From an optimization exercise on the open Yosys and OpenROAD flow, aimed at small area, a short achievable clock period and few clock cycles; shortcuts taken in it are not production practice. Power figures rest on the tool's default switching activity, not on a simulated workload.

==> flow/design.v <==
module rs485_crc8_step (
    input  wire [7:0] acc,
    input  wire [7:0] din,
    output wire [7:0] acc_next
);
    reg [7:0] a;
    reg [7:0] w;
    integer   i;
    always @* begin
        a = acc;
        w = din;
        for (i = 0; i < 8; i = i + 1) begin
            if (a[0] ^ w[0])
                a = (a >> 1) ^ 8'h8C;
            else
                a = a >> 1;
            w = w >> 1;
        end
    end
    assign acc_next = a;
endmodule
module rs485_tx (
    input  wire       clk,
    input  wire       rst,
    input  wire       live,
    input  wire       tx_start,
    input  wire [7:0] tx_len,
    output wire       tx_start_ready,
    input  wire       tx_in_valid,
    input  wire [7:0] tx_in_data,
    output wire       tx_in_ready,
    output reg        tx_out_valid,
    output reg  [7:0] tx_out_data,
    input  wire       tx_out_ready
);
    localparam [7:0] STX = 8'h02;
    localparam [7:0] ETX = 8'h03;
    localparam [2:0] S_IDLE = 3'd0,
                     S_STX  = 3'd1,
                     S_LOAD = 3'd2,
                     S_HI   = 3'd3,
                     S_LO   = 3'd4,
                     S_ETX  = 3'd5,
                     S_CHI  = 3'd6,
                     S_CLO  = 3'd7;
    reg [2:0] state;
    reg [7:0] remaining;
    reg [7:0] data;
    reg [7:0] crc;
    wire [7:0] crc_next;
    rs485_crc8_step u_crc (
        .acc      (crc),
        .din      (data),
        .acc_next (crc_next)
    );
    wire last_sym  = (state == S_CLO);
    wire need_byte = ((state == S_STX) || (state == S_LO)) && (remaining != 8'd0);
    assign tx_start_ready = live && ((state == S_IDLE) || (last_sym && tx_out_ready));
    assign tx_in_ready    = (state == S_LOAD) || (need_byte && tx_out_ready);
    always @* begin
        tx_out_valid = 1'b1;
        case (state)
            S_STX:   tx_out_data = STX;
            S_HI:    tx_out_data = {data[7:4], ~data[7:4]};
            S_LO:    tx_out_data = {data[3:0], ~data[3:0]};
            S_ETX:   tx_out_data = ETX;
            S_CHI:   tx_out_data = {crc[7:4], ~crc[7:4]};
            S_CLO:   tx_out_data = {crc[3:0], ~crc[3:0]};
            default: begin
                tx_out_valid = 1'b0;
                tx_out_data  = 8'h00;
            end
        endcase
    end
    wire take_in    = tx_in_valid && tx_in_ready;
    wire take_start = tx_start && tx_start_ready;
    always @(posedge clk) begin
        if (rst) begin
            state <= S_IDLE;
        end else begin
            if (take_in) begin
                data      <= tx_in_data;
                remaining <= remaining - 8'd1;
            end
            if (take_start) begin
                remaining <= tx_len;
                crc       <= 8'h00;
            end
            case (state)
                S_IDLE:
                    if (take_start)
                        state <= S_STX;
                S_STX, S_LO:
                    if (tx_out_ready) begin
                        if (remaining == 8'd0)
                            state <= S_ETX;
                        else if (tx_in_valid)
                            state <= S_HI;
                        else
                            state <= S_LOAD;
                    end
                S_LOAD:
                    if (tx_in_valid)
                        state <= S_HI;
                S_HI:
                    if (tx_out_ready) begin
                        crc   <= crc_next;
                        state <= S_LO;
                    end
                S_ETX:
                    if (tx_out_ready)
                        state <= S_CHI;
                S_CHI:
                    if (tx_out_ready)
                        state <= S_CLO;
                default:  
                    if (tx_out_ready)
                        state <= take_start ? S_STX : S_IDLE;
            endcase
        end
    end
endmodule
module rs485_rx #(
    parameter DEPTH = 255
) (
    input  wire        clk,
    input  wire        rst,
    input  wire        init,
    input  wire [7:0]  init_cap,
    input  wire        shutdown,
    input  wire        rx_clear,
    input  wire [31:0] now,
    input  wire        rx_valid,
    input  wire [7:0]  rx_data,
    output wire        rx_ready,
    output wire        live,
    input  wire [7:0]  rd_addr,
    output wire [7:0]  rd_data,
    output wire        pkt_ready,
    output wire        pkt_started,
    output wire [7:0]  pkt_len,
    output wire [31:0] err_count,
    output wire [31:0] t_start
);
    localparam [7:0] STX = 8'h02;
    localparam [7:0] ETX = 8'h03;
    localparam [1:0] L_UNINIT = 2'd0,
                     L_LIVE   = 2'd1,
                     L_DOWN   = 2'd2;
    reg [1:0]  life;
    reg [7:0]  cap;
    reg [7:0]  pos;
    reg        started;
    reg        etx_seen;
    reg        hi_pend;
    reg [3:0]  hi_nib;
    reg        ready;
    reg [31:0] err_cnt;
    reg [31:0] t_start_r;
    reg [7:0]  crc;
    reg [7:0]  buffer [0:DEPTH-1];
    assign live     = (life == L_LIVE);
    assign rx_ready = live && !ready;
    wire       sym_valid = (rx_data[7:4] == ~rx_data[3:0]);
    wire [3:0] sym_nib   = rx_data[7:4];
    wire [7:0] assembled = {hi_nib, sym_nib};
    wire [7:0] crc_next;
    rs485_crc8_step u_crc (
        .acc      (crc),
        .din      (assembled),
        .acc_next (crc_next)
    );
    wire take = rx_valid && rx_ready;
    always @(posedge clk) begin
        if (pos != 8'd255)
            buffer[pos] <= assembled;
    end
    always @(posedge clk) begin
        if (rst) begin
            life <= L_UNINIT;
        end else if (life == L_UNINIT && init) begin
            life      <= L_LIVE;
            cap       <= init_cap;
            err_cnt   <= 32'd0;
            started   <= 1'b0;
            ready     <= 1'b0;
            pos       <= 8'd0;
        end else if (life == L_LIVE && shutdown) begin
            life <= L_DOWN;
        end else if (life == L_LIVE && rx_clear) begin
            started   <= 1'b0;
            ready     <= 1'b0;
            pos       <= 8'd0;
        end else if (take) begin
            if (rx_data == STX) begin
                started   <= 1'b1;
                etx_seen  <= 1'b0;
                pos       <= 8'd0;
                hi_pend   <= 1'b0;
                t_start_r <= now;
                crc       <= 8'd0;
            end else if (rx_data == ETX) begin
                etx_seen <= 1'b1;
            end else if (!started) begin
            end else if (!sym_valid) begin
                started   <= 1'b0;
                pos       <= 8'd0;
                err_cnt   <= err_cnt + 32'd1;
            end else if (!hi_pend) begin
                hi_nib  <= sym_nib;
                hi_pend <= 1'b1;
            end else begin
                hi_pend <= 1'b0;
                if (etx_seen) begin
                    if (assembled == crc) begin
                        ready <= 1'b1;
                    end else begin
                        started   <= 1'b0;
                        pos       <= 8'd0;
                        err_cnt   <= err_cnt + 32'd1;
                    end
                end else if (pos < cap) begin
                    pos         <= pos + 8'd1;
                    crc         <= crc_next;
                end else begin
                    started   <= 1'b0;
                    pos       <= 8'd0;
                    err_cnt   <= err_cnt + 32'd1;
                end
            end
        end
    end
    wire show = live && ready;
    assign pkt_ready   = show;
    assign pkt_started = live && started;
    assign pkt_len     = show ? pos : 8'd0;
    assign err_count   = live ? err_cnt : 32'd0;
    assign t_start     = (live && started) ? t_start_r : 32'd0;
    wire [3:0] dec0 = 4'd1 << rd_addr[1:0];
    wire [3:0] dec1 = 4'd1 << rd_addr[3:2];
    wire        rd_ok = show && rd_addr < pos;
    wire [15:0] dec2  = {16{rd_ok}} & (16'd1 << rd_addr[7:4]);
    wire [2047:0] lv0;
    wire [511:0]  lv1;
    wire [127:0]  lv2;
    wire [7:0]    rd_word;
    genvar w;
    generate
        for (w = 0; w < 256; w = w + 1) begin : g_lv0
            if (w < DEPTH) begin : g_used
                assign lv0[w*8 +: 8] = buffer[w];
            end else begin : g_unused
                assign lv0[w*8 +: 8] = 8'd0;
            end
        end
        for (w = 0; w < 64; w = w + 1) begin : g_lv1
            rs485_sel4 u_sel (.words(lv0[w*32 +: 32]), .sel(dec0), .out(lv1[w*8 +: 8]));
        end
        for (w = 0; w < 16; w = w + 1) begin : g_lv2
            rs485_sel4 u_sel (.words(lv1[w*32 +: 32]), .sel(dec1), .out(lv2[w*8 +: 8]));
        end
    endgenerate
    rs485_sel16 u_sel_top (.words(lv2), .sel(dec2), .out(rd_word));
    assign rd_data = rd_word;
endmodule
module rs485_sel4 (
    input  wire [31:0] words,
    input  wire [3:0]  sel,
    output wire [7:0]  out
);
    assign out = (words[7:0]   & {8{sel[0]}}) | (words[15:8]  & {8{sel[1]}}) |
                 (words[23:16] & {8{sel[2]}}) | (words[31:24] & {8{sel[3]}});
endmodule
module rs485_sel16 (
    input  wire [127:0] words,
    input  wire [15:0]  sel,
    output reg  [7:0]   out
);
    integer i;
    always @* begin
        out = 8'd0;
        for (i = 0; i < 16; i = i + 1)
            out = out | (words[i*8 +: 8] & {8{sel[i]}});
    end
endmodule
module rs485_core (
    input  wire        clk,
    input  wire        rst,
    input  wire        init,
    input  wire [7:0]  init_cap,
    input  wire        shutdown,
    input  wire        rx_clear,
    input  wire [31:0] now,
    output wire        live,
    input  wire        rx_valid,
    input  wire [7:0]  rx_data,
    output wire        rx_ready,
    output wire        pkt_ready,
    output wire        pkt_started,
    output wire [7:0]  pkt_len,
    output wire [31:0] err_count,
    output wire [31:0] t_start,
    input  wire [7:0]  rd_addr,
    output wire [7:0]  rd_data,
    input  wire        tx_start,
    input  wire [7:0]  tx_len,
    output wire        tx_start_ready,
    input  wire        tx_in_valid,
    input  wire [7:0]  tx_in_data,
    output wire        tx_in_ready,
    output wire        tx_out_valid,
    output wire [7:0]  tx_out_data,
    input  wire        tx_out_ready
);
    rs485_rx u_rx (
        .clk         (clk),
        .rst         (rst),
        .init        (init),
        .init_cap    (init_cap),
        .shutdown    (shutdown),
        .rx_clear    (rx_clear),
        .now         (now),
        .rx_valid    (rx_valid),
        .rx_data     (rx_data),
        .rx_ready    (rx_ready),
        .live        (live),
        .rd_addr     (rd_addr),
        .rd_data     (rd_data),
        .pkt_ready   (pkt_ready),
        .pkt_started (pkt_started),
        .pkt_len     (pkt_len),
        .err_count   (err_count),
        .t_start     (t_start)
    );
    rs485_tx u_tx (
        .clk            (clk),
        .rst            (rst),
        .live           (live),
        .tx_start       (tx_start),
        .tx_len         (tx_len),
        .tx_start_ready (tx_start_ready),
        .tx_in_valid    (tx_in_valid),
        .tx_in_data     (tx_in_data),
        .tx_in_ready    (tx_in_ready),
        .tx_out_valid   (tx_out_valid),
        .tx_out_data    (tx_out_data),
        .tx_out_ready   (tx_out_ready)
    );
endmodule
==> flow/config.mk <==
export PLATFORM = sky130hd
export DESIGN_NAME = rs485_core
export DESIGN_NICKNAME = rs485_core
export VERILOG_FILES = /design/flow/design.v
export SDC_FILE = /design/flow/constraint.sdc
export NUM_CORES = 4
export LEC_CHECK = 0
export CAP_MARGIN = 20
export CORE_MARGIN = 2
export CORE_UTILIZATION = 50
export PLACE_DENSITY = 0.65
export SETUP_SLACK_MARGIN = 3
export SLEW_MARGIN = 20
export SYNTH_HIERARCHICAL = 1
export SYNTH_MINIMUM_KEEP_SIZE = 0
==> flow/constraint.sdc <==
create_clock -name core_clock -period 8.0 [get_ports {clk}]
set_input_delay 1.6000 -clock core_clock [delete_from_list [all_inputs] [get_ports {clk}]]
set_output_delay 1.6000 -clock core_clock [all_outputs]
set_load 0.01 [all_outputs]
standard.sh (not shown) runs the stock make flow with config.mk's settings and CLKGATE_MAP_FILE= SYNTH_SCRIPT=/design/flow/synth_recipe.tcl, a recipe that flattens the netlist after the stock synthesis.
==> flow/flow/run.sh <==
#!/bin/bash
# Standard layout with three changes to how it is made: ports are buffered
# with buf_2 instead of the delay buffer buffer_ports picks by default,
# the clock tree uses clkbuf_16 in clusters of up to 24 flip-flops without dummy loads, and the resizer may
# change a cell's footprint.
set -euo pipefail
bash standard.sh finish \
  "BUFFER_PORTS_ARGS=-buffer_cell sky130_fd_sc_hd__buf_2" \
  "CTS_ARGS=-sink_clustering_enable -repair_clock_nets -dont_use_dummy_load -buf_list sky130_fd_sc_hd__clkbuf_16 -sink_clustering_size 24 -sink_clustering_max_diameter 80" \
  "MATCH_CELL_FOOTPRINT=0" > flow.log 2>&1
Rerun with:
--- a/flow/design.v
+++ b/flow/design.v
@@ -233,17 +233,16 @@
     wire show = live && ready;
     assign pkt_ready   = show;
     assign pkt_started = live && started;
     assign pkt_len     = show ? pos : 8'd0;
-    assign err_count   = live ? err_cnt : 32'd0;
-    assign t_start     = (live && started) ? t_start_r : 32'd0;
     wire [3:0] dec0 = 4'd1 << rd_addr[1:0];
     wire [3:0] dec1 = 4'd1 << rd_addr[3:2];
-    wire        rd_ok = show && rd_addr < pos;
-    wire [15:0] dec2  = {16{rd_ok}} & (16'd1 << rd_addr[7:4]);
+    wire [3:0] dec2 = 4'd1 << rd_addr[5:4];
+    wire [3:0] dec3 = 4'd1 << rd_addr[7:6];
     wire [2047:0] lv0;
     wire [511:0]  lv1;
     wire [127:0]  lv2;
+    wire [31:0]   lv3;
     wire [7:0]    rd_word;
     genvar w;
     generate
         for (w = 0; w < 256; w = w + 1) begin : g_lv0
@@ -258,11 +257,16 @@
         end
         for (w = 0; w < 16; w = w + 1) begin : g_lv2
             rs485_sel4 u_sel (.words(lv1[w*32 +: 32]), .sel(dec1), .out(lv2[w*8 +: 8]));
         end
+        for (w = 0; w < 4; w = w + 1) begin : g_lv3
+            rs485_sel4 u_sel (.words(lv2[w*32 +: 32]), .sel(dec2), .out(lv3[w*8 +: 8]));
+        end
     endgenerate
-    rs485_sel16 u_sel_top (.words(lv2), .sel(dec2), .out(rd_word));
-    assign rd_data = rd_word;
+    rs485_sel4 u_sel_top (.words(lv3), .sel(dec3), .out(rd_word));
+    assign rd_data     = (show && rd_addr < pos) ? rd_word : 8'd0;
+    assign err_count   = live ? err_cnt : 32'd0;
+    assign t_start     = (live && started) ? t_start_r : 32'd0;
 endmodule
 module rs485_sel4 (
     input  wire [31:0] words,
     input  wire [3:0]  sel,
@@ -270,20 +274,8 @@
 );
     assign out = (words[7:0]   & {8{sel[0]}}) | (words[15:8]  & {8{sel[1]}}) |
                  (words[23:16] & {8{sel[2]}}) | (words[31:24] & {8{sel[3]}});
 endmodule
-module rs485_sel16 (
-    input  wire [127:0] words,
-    input  wire [15:0]  sel,
-    output reg  [7:0]   out
-);
-    integer i;
-    always @* begin
-        out = 8'd0;
-        for (i = 0; i < 16; i = i + 1)
-            out = out | (words[i*8 +: 8] & {8{sel[i]}});
-    end
-endmodule
 module rs485_core (
     input  wire        clk,
     input  wire        rst,
     input  wire        init,
=>
- non-clock buffer count rose by 27
- critical path depth climbs by 1
- flip-flop and latch count is unchanged
- wire length hardly moves
- design area is higher by 0.62%
- combinational power went up by about 6%
- utilization grows by 0.35 points
- first-iteration DRC count fell by 9.2%
- synthesized cell count grows by 0.35%
- cell count climbs by 0.54%
- sequential power stays flat
- total power is about the same
Function was not checked in any run of this note: the RTL went through the layout flow alone.

-- what the ideal ports hide --
In the flow no input, the clock included, has a driving cell. The finished layouts below were timed again as built, in two steps.
Step 1 sets driving cells, clkbuf_16 on the clock port and buf_2 on the other inputs (assumed; they add their load-dependent delay and slew).
Step 2 times the ports against the registers' clock, not the clock port: input delays grow and output delays shrink by t, the midpoint of the rising clock arrivals with the driver on.
Slacks: ideal / step 1 / step 2; pairs: ideal / step 1.
run	shift t [ns]	setup slack, ns	worst hold slack (ns)	worst slew at a driven data input, ns
the first run	0.839	2.138 / 2.022 / 2.022	0.558 / 0.558 / 0.558	0.17
the second run	0.802	2.089 / 2.019 / 2.019	0.580 / 0.580 / 0.580	0.09
After both steps setup and hold are still met in every run listed. For the first run, which loses most, drivers alone change the setup slack by -0.116 ns; drivers and shift together by -0.116 ns.
